This design comes from an exercise in tuning for small area, a short achievable clock period and few clock cycles per item on the open sky130 flow, not from production work.
In this exercise RTL edits were held to simulation tests only and were not proved equivalent to the original.
Power figures rest on the tool's default switching activity, not on a simulated workload.

==> job 577: inputs <==
==> flow/design.v (excerpt) <==
module mete (
    input  wire        clk,
    input  wire        rst,
    input  wire        bus_sel,
    input  wire        bus_we,
    input  wire [7:2]  bus_addr,
    input  wire [31:0] bus_wdata,
    output wire [31:0] bus_rdata,
    output wire        bus_ack,
    output wire        irq
);
Settings: LEC_CHECK=0, ABC_AREA=1, CAP_MARGIN=20, CORE_MARGIN=2, CORE_UTILIZATION=45, SLEW_MARGIN=20; clock period 27.0 ns.
standard.sh (not shown) runs the stock make flow with config.mk's settings and CLKGATE_MAP_FILE= SYNTH_SCRIPT=/design/flow/synth_recipe.tcl, a recipe that flattens the netlist after the stock synthesis.
==> flow/flow/run.sh <==
#!/bin/bash
# Own layout flow: the standard synthesis and layout (standard.sh), with
# repair_timing asked for a large setup margin so that the layout is timed
# well below the 27 ns clock. The clock, its period and the I/O constraints
# are the design's (constraint.sdc is not changed).
set -euo pipefail
bash standard.sh synth > synth.log 2>&1
bash standard.sh SETUP_SLACK_MARGIN=20.5 finish > layout.log 2>&1
==> job 6742 (differences from job 577) <==
--- a/flow/design.v
+++ b/flow/design.v
@@ -45,26 +45,27 @@
     end
     wire [47:0] ps, pc;
     mete_mul24 u_mul (.a(ma), .b(mb), .s(ps), .c(pc));
     reg [47:0] r_s, r_c;
     reg [5:0]  r_t;
     reg        r_lim;
-    reg [7:0]  r_e0, r_e1;
+    reg [7:0]  r_e0;
     reg        r_ov0, r_ov1;
-    reg [4:0]  r_tza, r_tzb;
+    reg [5:0]  r_tz;
     reg        r_sign, r_nan, r_inf, r_zero, r_dbl;
     always @(posedge clk) begin
         r_s <= ps; r_c <= pc;
         r_t <= t; r_lim <= lim;
-        r_e0 <= E0[7:0]; r_e1 <= E1[7:0];
+        r_e0 <= E0[7:0];
         r_ov0 <= (E0 >= 11'sd255); r_ov1 <= (E1 >= 11'sd255);
-        r_tza <= tza; r_tzb <= tzb;
+        r_tz <= {1'b0, tza} + {1'b0, tzb};
         r_sign <= a[31] ^ b[31];
         r_nan <= s_nan; r_inf <= s_inf; r_zero <= s_zero; r_dbl <= dbl;
     end
-    wire [6:0]  tz    = {2'b0, r_tza} + {2'b0, r_tzb};
+    wire [6:0]  tz    = {1'b0, r_tz};
+    wire [7:0]  r_e1  = r_e0 - 8'd1;
     wire        r_st0 = (tz + 7'd1 < {1'b0, r_t});
     wire        r_st1 = (tz + 7'd2 < {1'b0, r_t});
     wire [47:0] p   = r_s + r_c;
     wire [49:0] pz  = {p, 2'b00};
     wire [25:0] w   = pz >> r_t;
     wire        sh1 = ~w[25] & ~r_lim;
@@ -1157,49 +1158,40 @@
     wire        a_ez = (a[30:23] == 8'd0);
     wire        b_ez = (b[30:23] == 8'd0);
     wire        a_nan = a_em & ~a_fz;
     wire        b_nan = b_em & ~b_fz;
     wire        a_inf = a_em & a_fz;
     wire        b_inf = b_em & b_fz;
-    wire [8:0]  dab = {1'b0, a[30:23]} - {1'b0, b[30:23]};
-    wire [8:0]  dba = {1'b0, b[30:23]} - {1'b0, a[30:23]};
-    wire        swap = dab[8];                  
-    wire [7:0]  ex   = swap ? (b[30:23] | {7'd0, b_ez}) : (a[30:23] | {7'd0, a_ez});
-    wire [7:0]  d    = swap ? dba[7:0] : dab[7:0];
-    wire        eqe  = (a[30:23] == b[30:23]) | (a_ez & (b[30:23] == 8'd1)) | (b_ez & (a[30:23] == 8'd1));
+    wire        swap = (b[30:0] > a[30:0]);
+    wire [7:0]  xa   = a[30:23] | {7'd0, a_ez};
+    wire [7:0]  xb   = b[30:23] | {7'd0, b_ez};
+    wire [7:0]  ex   = swap ? xb : xa;
+    wire [7:0]  d    = swap ? (xb - xa) : (xa - xb);
     wire [23:0] ma   = {~a_ez, a[22:0]};
     wire [23:0] mb   = {~b_ez, b[22:0]};
     wire [23:0] mx   = swap ? mb : ma;
-    wire        wsub = swap ? a_ez : b_ez;      
-    wire        xsub = swap ? b_ez : a_ez;
-    wire        wup  = wsub & ~xsub;
-    wire [23:0] mw   = swap ? (a_ez & ~b_ez ? {a[22:0], 1'b0} : ma)
-                            : (b_ez & ~a_ez ? {b[22:0], 1'b0} : mb);
+    wire [23:0] mw   = swap ? ma : mb;
     wire        sub  = a[31] ^ b[31];
+    wire        sx   = swap ? b[31] : a[31];
     reg [5:0] tza, tzb;
     integer i;
     always @* begin
         tza = 6'd63; tzb = 6'd63;
         for (i = 23; i >= 0; i = i - 1) begin
-            if (ma[i]) tza = i[5:0] + 6'd3 + {5'd0, a_ez};
-            if (mb[i]) tzb = i[5:0] + 6'd3 + {5'd0, b_ez};
+            if (ma[i]) tza = i[5:0] + 6'd3;
+            if (mb[i]) tzb = i[5:0] + 6'd3;
         end
     end
     wire [5:0]  tzw = swap ? tza : tzb;
     wire        big  = (d[7:5] != 3'd0) | (d[4:0] > 5'd26);
     wire [4:0]  dd   = big ? 5'd27 : d[4:0];
     wire [26:0] mwsh = {mw, 3'b000} >> dd;
     wire        lost = ({1'b0, dd} > tzw);
     wire [26:0] mwa  = {mwsh[26:1], mwsh[0] | lost};
     wire [28:0] s1c  = {1'b0, mx, 3'b000, 1'b1} + {{1'b0, mwa} ^ {28{sub}}, sub};
-    wire [27:0] s1   = s1c[28:1];
-    wire [24:0] s2   = {1'b0, mb} - {1'b0, ma};
-    wire        bgt  = (mb > ma);
-    wire        neg  = sub & eqe & bgt;
-    wire [27:0] sum  = neg ? {1'b0, s2[23:0], 3'b000} : s1;
-    wire        sx   = swap ? b[31] : (neg ? b[31] : a[31]);
+    wire [27:0] sum  = s1c[28:1];
     reg  [27:0] r_sum;
     reg  [7:0]  r_ex;
     reg         r_sx, r_nan, r_inf, r_infs, r_zs, r_e254;
     always @(posedge clk) begin
         r_sum  <= sum;
         r_ex   <= ex;
@@ -1273,13 +1265,14 @@
     reg        valid, dvg;
     reg [31:0] z_re, z_im;           
     reg [7:0]  iter;                 
     reg        ack_q, we_q;
     reg        rp;                   
     reg [5:0]  a_q;
-    reg [31:0] wd_q;                 
+    reg [3:0]  wd_q;                 
+    reg        wd_hz;                
     reg [31:0] rd_q;
     reg        irq_q;
     reg        rst_q;                   
     reg        run, fin, first, xy, stall;
     reg        idle_q;               
     reg [5:0]  ph;                   
@@ -1347,13 +1340,15 @@
                 ({32{sb_y}} & f_y) | ({32{sb_hn}} & f_hn);
     end
     wire        m_gt4   = ~ao[31] & (ao[30:0] > 31'h40800000) & (ao[30:0] <= 31'h7F800000);
     wire        chk_now = run & ph[1] & ~first;
     wire        fin_now = chk_now & (m_gt4 | (iter == 8'd255));
     wire        floor_ok = ~det | (cyc == 8'd255);
-    wire        capture = rp;
+    wire        fast_rd = (bus_addr == A_STATUS) | (bus_addr == A_RESULT);
+    wire        st_cap  = bus_sel & ~bus_we & ~ack_q & ~rp & fast_rd;
+    wire        capture = rp | st_cap;
     wire        commit_w = (fin | fin_now) & floor_ok;           
     wire        commit   = commit_w & ~capture;
     wire [7:0]  n_idx   = iter + 8'd1;                          
     wire        z_eq    = (zr == sr) & (zi == si);
     wire        save_pt = (n_idx[3:0] == 4'd0) | (n_idx == 8'd1) | (n_idx == 8'd2) |
                           (n_idx == 8'd4) | (n_idx == 8'd8);
@@ -1365,13 +1360,13 @@
     wire [11:0] dv_t    = {7'd0, dv_p} << dv_k;
     wire        dv_fit  = ({4'd0, dv_rem} >= dv_t);
     wire [7:0]  dv_nrem = dv_fit ? (dv_rem - dv_t[7:0]) : dv_rem;
     wire        wr        = ack_q & we_q;
     wire        busy_aft  = busy & ~commit_w;      
     wire        is_cmd    = wr & (a_q == A_CMD);
-    wire        cmd_legal = (wd_q[31:4] == 28'd0) & (wd_q[3:0] < 4'd4);
+    wire        cmd_legal = wd_hz & (wd_q[3:0] < 4'd4);
     wire [3:0]  op        = wd_q[3:0];
     wire [15:0] px = pix_xy[15:0];
     wire [15:0] py = pix_xy[31:16];
     wire        l_ok  = (log2n >= 5'd1) & (log2n <= 5'd16);
     reg  [15:0] nmask;
     integer mi;
@@ -1409,16 +1404,16 @@
     reg        n_busy, n_done, n_err, n_ie_done, n_ie_err;
     reg [3:0]  n_errcode;
     always @* begin
         n_busy = busy; n_done = done; n_err = err; n_errcode = errcode;
         n_ie_done = ie_done; n_ie_err = ie_err;
         if (commit) begin n_busy = 1'b0; n_done = 1'b1; end
-        if (wr && a_q == A_CTRL) begin n_ie_done = wd_q[0]; n_ie_err = wd_q[1]; end
+        if (wr && a_q == A_CTRL) begin n_ie_done = bus_wdata[0]; n_ie_err = bus_wdata[1]; end
         if (wr && a_q == A_STATUS) begin
-            if (wd_q[1]) n_done = 1'b0;
-            if (wd_q[2]) begin n_err = 1'b0; n_errcode = 4'd0; end
+            if (bus_wdata[1]) n_done = 1'b0;
+            if (bus_wdata[2]) begin n_err = 1'b0; n_errcode = 4'd0; end
         end
         if (rec_err && !err) begin n_err = 1'b1; n_errcode = rec_code; end
         if (do_abort) n_busy = 1'b0;
         if (do_start) begin n_busy = 1'b1; n_done = 1'b0; end
     end
     wire [7:0] inten = dvg ? (8'd0 - iter) : 8'd0;
@@ -1445,14 +1440,16 @@
     always @(posedge clk) begin
         rst_q <= rst;
         mexp <= 8'd152 - {3'd0, log2n};
         half <= 16'd1 << (log2n - 5'd1);
         we_q <= bus_we;
         a_q  <= bus_addr;
-        wd_q <= bus_wdata;
-        rd_q <= rdv;
+        wd_q <= bus_wdata[3:0];
+        wd_hz <= (bus_wdata[31:4] == 28'd0);
+        rd_q <= rp ? rdv : (bus_addr[4] ? {23'd0, valid, valid ? inten : 8'd0}
+                                        : {24'd0, errcode, 1'b0, err, done, busy});
     end
     always @(posedge clk) begin
         if (rst_q) begin
             ack_q <= 1'b0; rp <= 1'b0; irq_q <= 1'b0;
             ie_done <= 1'b0; ie_err <= 1'b0; log2n <= 5'd10;
             busy <= 1'b0; done <= 1'b0; err <= 1'b0; errcode <= 4'd0;
@@ -1463,14 +1460,14 @@
             ph <= 6'd0; sv <= 1'b0; det <= 1'b0; dv_run <= 1'b0; relabel <= 1'b0;
             cyc <= 8'd0;
         end else begin
             begin : bus_fsm
                 reg cap;
                 cap = bus_sel & ~ack_q & ~rp & ~(stall & ((bus_addr == A_CRE) | (bus_addr == A_CIM)));
-                ack_q <= (cap & bus_we) | rp;
-                rp    <= cap & ~bus_we;
+                ack_q <= (cap & (bus_we | fast_rd)) | rp;
+                rp    <= cap & ~bus_we & ~fast_rd;
             end
             busy <= n_busy; done <= n_done; err <= n_err; errcode <= n_errcode;
             ie_done <= n_ie_done; ie_err <= n_ie_err;
             irq_q <= (n_done & n_ie_done) | (n_err & n_ie_err);
             if (cyc != 8'd255) cyc <= cyc + 8'd1;
             if (run) begin
@@ -1511,16 +1508,16 @@
             if (commit) begin
                 fin <= 1'b0; valid <= 1'b1;
             end
             if (fin_now && commit) run <= 1'b0;
             if (wr) begin
                 case (a_q)
-                    A_CTRL: log2n <= wd_q[12:8];
-                    A_PIX:  pix_xy <= wd_q;
-                    A_CRE:  if (!busy_aft) c_re <= wd_q;
-                    A_CIM:  if (!busy_aft) c_im <= wd_q;
+                    A_CTRL: log2n <= bus_wdata[12:8];
+                    A_PIX:  pix_xy <= bus_wdata;
+                    A_CRE:  if (!busy_aft) c_re <= bus_wdata;
+                    A_CIM:  if (!busy_aft) c_im <= bus_wdata;
                     default: ;
                 endcase
             end
             if (do_abort) begin
                 run <= 1'b0; fin <= 1'b0; dv_run <= 1'b0; relabel <= 1'b0;
             end
==> flow/flow/run.sh (replaced) <==
#!/bin/bash
# Own layout flow: the standard synthesis and layout (standard.sh), with
# repair_timing asked for a large setup margin so that the layout is timed
# well below the 27 ns clock. The clock, its period and the I/O constraints
# are the design's (constraint.sdc is not changed).
set -euo pipefail
bash standard.sh synth > synth.log 2>&1
bash standard.sh SETUP_SLACK_MARGIN=20 finish > layout.log 2>&1
--- a/flow/config.mk
+++ b/flow/config.mk
@@ -5,8 +5,9 @@
 export SDC_FILE = /design/flow/constraint.sdc
 export NUM_CORES = 4
 export LEC_CHECK = 0
 export ABC_AREA = 1
 export CAP_MARGIN = 20
 export CORE_MARGIN = 2
-export CORE_UTILIZATION = 45
+export CORE_UTILIZATION = 55
+export CTS_BUF_LIST = sky130_fd_sc_hd__clkbuf_8
 export SLEW_MARGIN = 20
==> job 2999 (differences from job 577) <==
--- a/flow/design.v
+++ b/flow/design.v
@@ -45,26 +45,27 @@
     end
     wire [47:0] ps, pc;
     mete_mul24 u_mul (.a(ma), .b(mb), .s(ps), .c(pc));
     reg [47:0] r_s, r_c;
     reg [5:0]  r_t;
     reg        r_lim;
-    reg [7:0]  r_e0, r_e1;
+    reg [7:0]  r_e0;
     reg        r_ov0, r_ov1;
-    reg [4:0]  r_tza, r_tzb;
+    reg [5:0]  r_tz;
     reg        r_sign, r_nan, r_inf, r_zero, r_dbl;
     always @(posedge clk) begin
         r_s <= ps; r_c <= pc;
         r_t <= t; r_lim <= lim;
-        r_e0 <= E0[7:0]; r_e1 <= E1[7:0];
+        r_e0 <= E0[7:0];
         r_ov0 <= (E0 >= 11'sd255); r_ov1 <= (E1 >= 11'sd255);
-        r_tza <= tza; r_tzb <= tzb;
+        r_tz <= {1'b0, tza} + {1'b0, tzb};
         r_sign <= a[31] ^ b[31];
         r_nan <= s_nan; r_inf <= s_inf; r_zero <= s_zero; r_dbl <= dbl;
     end
-    wire [6:0]  tz    = {2'b0, r_tza} + {2'b0, r_tzb};
+    wire [6:0]  tz    = {1'b0, r_tz};
+    wire [7:0]  r_e1  = r_e0 - 8'd1;
     wire        r_st0 = (tz + 7'd1 < {1'b0, r_t});
     wire        r_st1 = (tz + 7'd2 < {1'b0, r_t});
     wire [47:0] p   = r_s + r_c;
     wire [49:0] pz  = {p, 2'b00};
     wire [25:0] w   = pz >> r_t;
     wire        sh1 = ~w[25] & ~r_lim;
@@ -1157,49 +1158,40 @@
     wire        a_ez = (a[30:23] == 8'd0);
     wire        b_ez = (b[30:23] == 8'd0);
     wire        a_nan = a_em & ~a_fz;
     wire        b_nan = b_em & ~b_fz;
     wire        a_inf = a_em & a_fz;
     wire        b_inf = b_em & b_fz;
-    wire [8:0]  dab = {1'b0, a[30:23]} - {1'b0, b[30:23]};
-    wire [8:0]  dba = {1'b0, b[30:23]} - {1'b0, a[30:23]};
-    wire        swap = dab[8];                  
-    wire [7:0]  ex   = swap ? (b[30:23] | {7'd0, b_ez}) : (a[30:23] | {7'd0, a_ez});
-    wire [7:0]  d    = swap ? dba[7:0] : dab[7:0];
-    wire        eqe  = (a[30:23] == b[30:23]) | (a_ez & (b[30:23] == 8'd1)) | (b_ez & (a[30:23] == 8'd1));
+    wire        swap = (b[30:0] > a[30:0]);
+    wire [7:0]  xa   = a[30:23] | {7'd0, a_ez};
+    wire [7:0]  xb   = b[30:23] | {7'd0, b_ez};
+    wire [7:0]  ex   = swap ? xb : xa;
+    wire [7:0]  d    = swap ? (xb - xa) : (xa - xb);
     wire [23:0] ma   = {~a_ez, a[22:0]};
     wire [23:0] mb   = {~b_ez, b[22:0]};
     wire [23:0] mx   = swap ? mb : ma;
-    wire        wsub = swap ? a_ez : b_ez;      
-    wire        xsub = swap ? b_ez : a_ez;
-    wire        wup  = wsub & ~xsub;
-    wire [23:0] mw   = swap ? (a_ez & ~b_ez ? {a[22:0], 1'b0} : ma)
-                            : (b_ez & ~a_ez ? {b[22:0], 1'b0} : mb);
+    wire [23:0] mw   = swap ? ma : mb;
     wire        sub  = a[31] ^ b[31];
+    wire        sx   = swap ? b[31] : a[31];
     reg [5:0] tza, tzb;
     integer i;
     always @* begin
         tza = 6'd63; tzb = 6'd63;
         for (i = 23; i >= 0; i = i - 1) begin
-            if (ma[i]) tza = i[5:0] + 6'd3 + {5'd0, a_ez};
-            if (mb[i]) tzb = i[5:0] + 6'd3 + {5'd0, b_ez};
+            if (ma[i]) tza = i[5:0] + 6'd3;
+            if (mb[i]) tzb = i[5:0] + 6'd3;
         end
     end
     wire [5:0]  tzw = swap ? tza : tzb;
     wire        big  = (d[7:5] != 3'd0) | (d[4:0] > 5'd26);
     wire [4:0]  dd   = big ? 5'd27 : d[4:0];
     wire [26:0] mwsh = {mw, 3'b000} >> dd;
     wire        lost = ({1'b0, dd} > tzw);
     wire [26:0] mwa  = {mwsh[26:1], mwsh[0] | lost};
     wire [28:0] s1c  = {1'b0, mx, 3'b000, 1'b1} + {{1'b0, mwa} ^ {28{sub}}, sub};
-    wire [27:0] s1   = s1c[28:1];
-    wire [24:0] s2   = {1'b0, mb} - {1'b0, ma};
-    wire        bgt  = (mb > ma);
-    wire        neg  = sub & eqe & bgt;
-    wire [27:0] sum  = neg ? {1'b0, s2[23:0], 3'b000} : s1;
-    wire        sx   = swap ? b[31] : (neg ? b[31] : a[31]);
+    wire [27:0] sum  = s1c[28:1];
     reg  [27:0] r_sum;
     reg  [7:0]  r_ex;
     reg         r_sx, r_nan, r_inf, r_infs, r_zs, r_e254;
     always @(posedge clk) begin
         r_sum  <= sum;
         r_ex   <= ex;
@@ -1273,13 +1265,14 @@
     reg        valid, dvg;
     reg [31:0] z_re, z_im;           
     reg [7:0]  iter;                 
     reg        ack_q, we_q;
     reg        rp;                   
     reg [5:0]  a_q;
-    reg [31:0] wd_q;                 
+    reg [3:0]  wd_q;                 
+    reg        wd_hz;                
     reg [31:0] rd_q;
     reg        irq_q;
     reg        rst_q;                   
     reg        run, fin, first, xy, stall;
     reg        idle_q;               
     reg [5:0]  ph;                   
@@ -1365,13 +1358,13 @@
     wire [11:0] dv_t    = {7'd0, dv_p} << dv_k;
     wire        dv_fit  = ({4'd0, dv_rem} >= dv_t);
     wire [7:0]  dv_nrem = dv_fit ? (dv_rem - dv_t[7:0]) : dv_rem;
     wire        wr        = ack_q & we_q;
     wire        busy_aft  = busy & ~commit_w;      
     wire        is_cmd    = wr & (a_q == A_CMD);
-    wire        cmd_legal = (wd_q[31:4] == 28'd0) & (wd_q[3:0] < 4'd4);
+    wire        cmd_legal = wd_hz & (wd_q[3:0] < 4'd4);
     wire [3:0]  op        = wd_q[3:0];
     wire [15:0] px = pix_xy[15:0];
     wire [15:0] py = pix_xy[31:16];
     wire        l_ok  = (log2n >= 5'd1) & (log2n <= 5'd16);
     reg  [15:0] nmask;
     integer mi;
@@ -1409,16 +1402,16 @@
     reg        n_busy, n_done, n_err, n_ie_done, n_ie_err;
     reg [3:0]  n_errcode;
     always @* begin
         n_busy = busy; n_done = done; n_err = err; n_errcode = errcode;
         n_ie_done = ie_done; n_ie_err = ie_err;
         if (commit) begin n_busy = 1'b0; n_done = 1'b1; end
-        if (wr && a_q == A_CTRL) begin n_ie_done = wd_q[0]; n_ie_err = wd_q[1]; end
+        if (wr && a_q == A_CTRL) begin n_ie_done = bus_wdata[0]; n_ie_err = bus_wdata[1]; end
         if (wr && a_q == A_STATUS) begin
-            if (wd_q[1]) n_done = 1'b0;
-            if (wd_q[2]) begin n_err = 1'b0; n_errcode = 4'd0; end
+            if (bus_wdata[1]) n_done = 1'b0;
+            if (bus_wdata[2]) begin n_err = 1'b0; n_errcode = 4'd0; end
         end
         if (rec_err && !err) begin n_err = 1'b1; n_errcode = rec_code; end
         if (do_abort) n_busy = 1'b0;
         if (do_start) begin n_busy = 1'b1; n_done = 1'b0; end
     end
     wire [7:0] inten = dvg ? (8'd0 - iter) : 8'd0;
@@ -1445,13 +1438,14 @@
     always @(posedge clk) begin
         rst_q <= rst;
         mexp <= 8'd152 - {3'd0, log2n};
         half <= 16'd1 << (log2n - 5'd1);
         we_q <= bus_we;
         a_q  <= bus_addr;
-        wd_q <= bus_wdata;
+        wd_q <= bus_wdata[3:0];
+        wd_hz <= (bus_wdata[31:4] == 28'd0);
         rd_q <= rdv;
     end
     always @(posedge clk) begin
         if (rst_q) begin
             ack_q <= 1'b0; rp <= 1'b0; irq_q <= 1'b0;
             ie_done <= 1'b0; ie_err <= 1'b0; log2n <= 5'd10;
@@ -1511,16 +1505,16 @@
             if (commit) begin
                 fin <= 1'b0; valid <= 1'b1;
             end
             if (fin_now && commit) run <= 1'b0;
             if (wr) begin
                 case (a_q)
-                    A_CTRL: log2n <= wd_q[12:8];
-                    A_PIX:  pix_xy <= wd_q;
-                    A_CRE:  if (!busy_aft) c_re <= wd_q;
-                    A_CIM:  if (!busy_aft) c_im <= wd_q;
+                    A_CTRL: log2n <= bus_wdata[12:8];
+                    A_PIX:  pix_xy <= bus_wdata;
+                    A_CRE:  if (!busy_aft) c_re <= bus_wdata;
+                    A_CIM:  if (!busy_aft) c_im <= bus_wdata;
                     default: ;
                 endcase
             end
             if (do_abort) begin
                 run <= 1'b0; fin <= 1'b0; dv_run <= 1'b0; relabel <= 1'b0;
             end
==> flow/flow/run.sh (replaced) <==
#!/bin/bash
# Own layout flow: the standard synthesis and layout (standard.sh), with
# repair_timing asked for a large setup margin so that the layout is timed
# well below the 27 ns clock. The clock, its period and the I/O constraints
# are the design's (constraint.sdc is not changed).
set -euo pipefail
bash standard.sh synth > synth.log 2>&1
bash standard.sh SETUP_SLACK_MARGIN=20 finish > layout.log 2>&1
--- a/flow/config.mk
+++ b/flow/config.mk
@@ -5,8 +5,9 @@
 export SDC_FILE = /design/flow/constraint.sdc
 export NUM_CORES = 4
 export LEC_CHECK = 0
 export ABC_AREA = 1
 export CAP_MARGIN = 20
 export CORE_MARGIN = 2
-export CORE_UTILIZATION = 45
+export CORE_UTILIZATION = 50
+export CTS_BUF_LIST = sky130_fd_sc_hd__clkbuf_8
 export SLEW_MARGIN = 20
==> job 2319 (differences from job 577) <==
--- a/flow/design.v
+++ b/flow/design.v
@@ -1273,13 +1273,14 @@
     reg        valid, dvg;
     reg [31:0] z_re, z_im;           
     reg [7:0]  iter;                 
     reg        ack_q, we_q;
     reg        rp;                   
     reg [5:0]  a_q;
-    reg [31:0] wd_q;                 
+    reg [3:0]  wd_q;                 
+    reg        wd_hz;                
     reg [31:0] rd_q;
     reg        irq_q;
     reg        rst_q;                   
     reg        run, fin, first, xy, stall;
     reg        idle_q;               
     reg [5:0]  ph;                   
@@ -1365,13 +1366,13 @@
     wire [11:0] dv_t    = {7'd0, dv_p} << dv_k;
     wire        dv_fit  = ({4'd0, dv_rem} >= dv_t);
     wire [7:0]  dv_nrem = dv_fit ? (dv_rem - dv_t[7:0]) : dv_rem;
     wire        wr        = ack_q & we_q;
     wire        busy_aft  = busy & ~commit_w;      
     wire        is_cmd    = wr & (a_q == A_CMD);
-    wire        cmd_legal = (wd_q[31:4] == 28'd0) & (wd_q[3:0] < 4'd4);
+    wire        cmd_legal = wd_hz & (wd_q[3:0] < 4'd4);
     wire [3:0]  op        = wd_q[3:0];
     wire [15:0] px = pix_xy[15:0];
     wire [15:0] py = pix_xy[31:16];
     wire        l_ok  = (log2n >= 5'd1) & (log2n <= 5'd16);
     reg  [15:0] nmask;
     integer mi;
@@ -1409,16 +1410,16 @@
     reg        n_busy, n_done, n_err, n_ie_done, n_ie_err;
     reg [3:0]  n_errcode;
     always @* begin
         n_busy = busy; n_done = done; n_err = err; n_errcode = errcode;
         n_ie_done = ie_done; n_ie_err = ie_err;
         if (commit) begin n_busy = 1'b0; n_done = 1'b1; end
-        if (wr && a_q == A_CTRL) begin n_ie_done = wd_q[0]; n_ie_err = wd_q[1]; end
+        if (wr && a_q == A_CTRL) begin n_ie_done = bus_wdata[0]; n_ie_err = bus_wdata[1]; end
         if (wr && a_q == A_STATUS) begin
-            if (wd_q[1]) n_done = 1'b0;
-            if (wd_q[2]) begin n_err = 1'b0; n_errcode = 4'd0; end
+            if (bus_wdata[1]) n_done = 1'b0;
+            if (bus_wdata[2]) begin n_err = 1'b0; n_errcode = 4'd0; end
         end
         if (rec_err && !err) begin n_err = 1'b1; n_errcode = rec_code; end
         if (do_abort) n_busy = 1'b0;
         if (do_start) begin n_busy = 1'b1; n_done = 1'b0; end
     end
     wire [7:0] inten = dvg ? (8'd0 - iter) : 8'd0;
@@ -1445,13 +1446,14 @@
     always @(posedge clk) begin
         rst_q <= rst;
         mexp <= 8'd152 - {3'd0, log2n};
         half <= 16'd1 << (log2n - 5'd1);
         we_q <= bus_we;
         a_q  <= bus_addr;
-        wd_q <= bus_wdata;
+        wd_q <= bus_wdata[3:0];
+        wd_hz <= (bus_wdata[31:4] == 28'd0);
         rd_q <= rdv;
     end
     always @(posedge clk) begin
         if (rst_q) begin
             ack_q <= 1'b0; rp <= 1'b0; irq_q <= 1'b0;
             ie_done <= 1'b0; ie_err <= 1'b0; log2n <= 5'd10;
@@ -1511,16 +1513,16 @@
             if (commit) begin
                 fin <= 1'b0; valid <= 1'b1;
             end
             if (fin_now && commit) run <= 1'b0;
             if (wr) begin
                 case (a_q)
-                    A_CTRL: log2n <= wd_q[12:8];
-                    A_PIX:  pix_xy <= wd_q;
-                    A_CRE:  if (!busy_aft) c_re <= wd_q;
-                    A_CIM:  if (!busy_aft) c_im <= wd_q;
+                    A_CTRL: log2n <= bus_wdata[12:8];
+                    A_PIX:  pix_xy <= bus_wdata;
+                    A_CRE:  if (!busy_aft) c_re <= bus_wdata;
+                    A_CIM:  if (!busy_aft) c_im <= bus_wdata;
                     default: ;
                 endcase
             end
             if (do_abort) begin
                 run <= 1'b0; fin <= 1'b0; dv_run <= 1'b0; relabel <= 1'b0;
             end
==> flow/flow/run.sh (replaced) <==
#!/bin/bash
# Own layout flow: the standard synthesis and layout (standard.sh), with
# repair_timing asked for a large setup margin so that the layout is timed
# well below the 27 ns clock. The clock, its period and the I/O constraints
# are the design's (constraint.sdc is not changed).
set -euo pipefail
bash standard.sh synth > synth.log 2>&1
bash standard.sh SETUP_SLACK_MARGIN=20 finish > layout.log 2>&1
==> qor summary <==
quantity                                                      job 6742           job 577                job 2319                job 2999
Proportion of total power due to net switching                   0.377             0.360                   0.358                   0.379
Wire length per cell                                      25.1 microns      26.4 microns            25.9 microns            25.5 microns
Clock network power share                                        0.354             0.366                   0.380                   0.348
Vertical die dimension                                     337 microns       377 microns             376 microns             353 microns
Areal power density over the cells                        47.5 nW/um^2      47.4 nW/um^2            46.5 nW/um^2            46.0 nW/um^2
Netlist cell types                                                  81                77                      81                      87
Worst IR drop on VDD                                         0.0624 mV         0.0467 mV               0.0438 mV               0.0565 mV
Beginning of the worst hold path                u_mul.y[31]$_SDFF_PP0_  zr[21]$_DFFE_PP_  u_mul.y[17]$_SDFF_PP0_  u_mul.y[19]$_SDFF_PP0_
Met2 Use GR                                                      0.653             0.596                   0.584                   0.638
Seq. cell area                                             15900 sq um       16700 sq um             16100 sq um             15900 sq um
Deepest level of the CTS H-tree                                      3                 3                       3                       4
Average instance area after synthesis                       6.89 sq um        6.91 sq um              6.91 sq um              6.97 sq um
Run status                            no timing/DRC/antenna violations  no timing/DRC/antenna violations  no timing/DRC/antenna violations  no timing/DRC/antenna violations
Seq pwr                                                        1.19 mW           1.21 mW                 1.17 mW                 1.17 mW
DR WL met2                                              108000 microns    123000 microns          119000 microns          117000 microns
Testbench counts of job 577, summed over its fixed seeds: cycles 189,270, pixels 2,048.
Testbench counts of job 6742, summed over its fixed seeds: cycles 187,222, pixels 2,048.
Testbench counts of job 2999, summed over its fixed seeds: cycles 189,270, pixels 2,048.
Testbench counts of job 2319, summed over its fixed seeds: cycles 189,270, pixels 2,048.

## separate check: timing with driven ports
The results above use ideal ports. As a check the final layouts listed here were re-extracted and re-timed, cells and wires unchanged. Step 1 assumes that a clkbuf_16 drives the clock port and a buf_2 every other input. Step 2 also shifts input and output timing later by t, the mid clock arrival at the registers, as if the neighbouring blocks saw the same clock. a / b / c = ideal ports / drivers / drivers and shift; a / b = the first two.
run	t, ns	setup WS [ns]	hold WS [ns]	slew at the worst register clock pin (ns)	cell pins on the clock port's net
job 577	0.791	20.300 / 20.215 / 20.493	0.407 / 0.407 / 0.407	0.08 / 0.08	1
job 6742	0.905	20.098 / 20.021 / 19.456	0.439 / 0.439 / 0.439	0.07 / 0.07	1
job 2999	0.941	20.050 / 19.976 / 19.582	0.437 / 0.437 / 0.437	0.07 / 0.07	1
job 2319	0.755	20.028 / 19.953 / 20.078	0.436 / 0.436 / 0.436	0.07 / 0.07	1
After both steps setup and hold are still met in every run listed. For job 6742, which loses most, drivers alone change the setup slack by -0.077 ns; drivers and shift together by -0.642 ns.
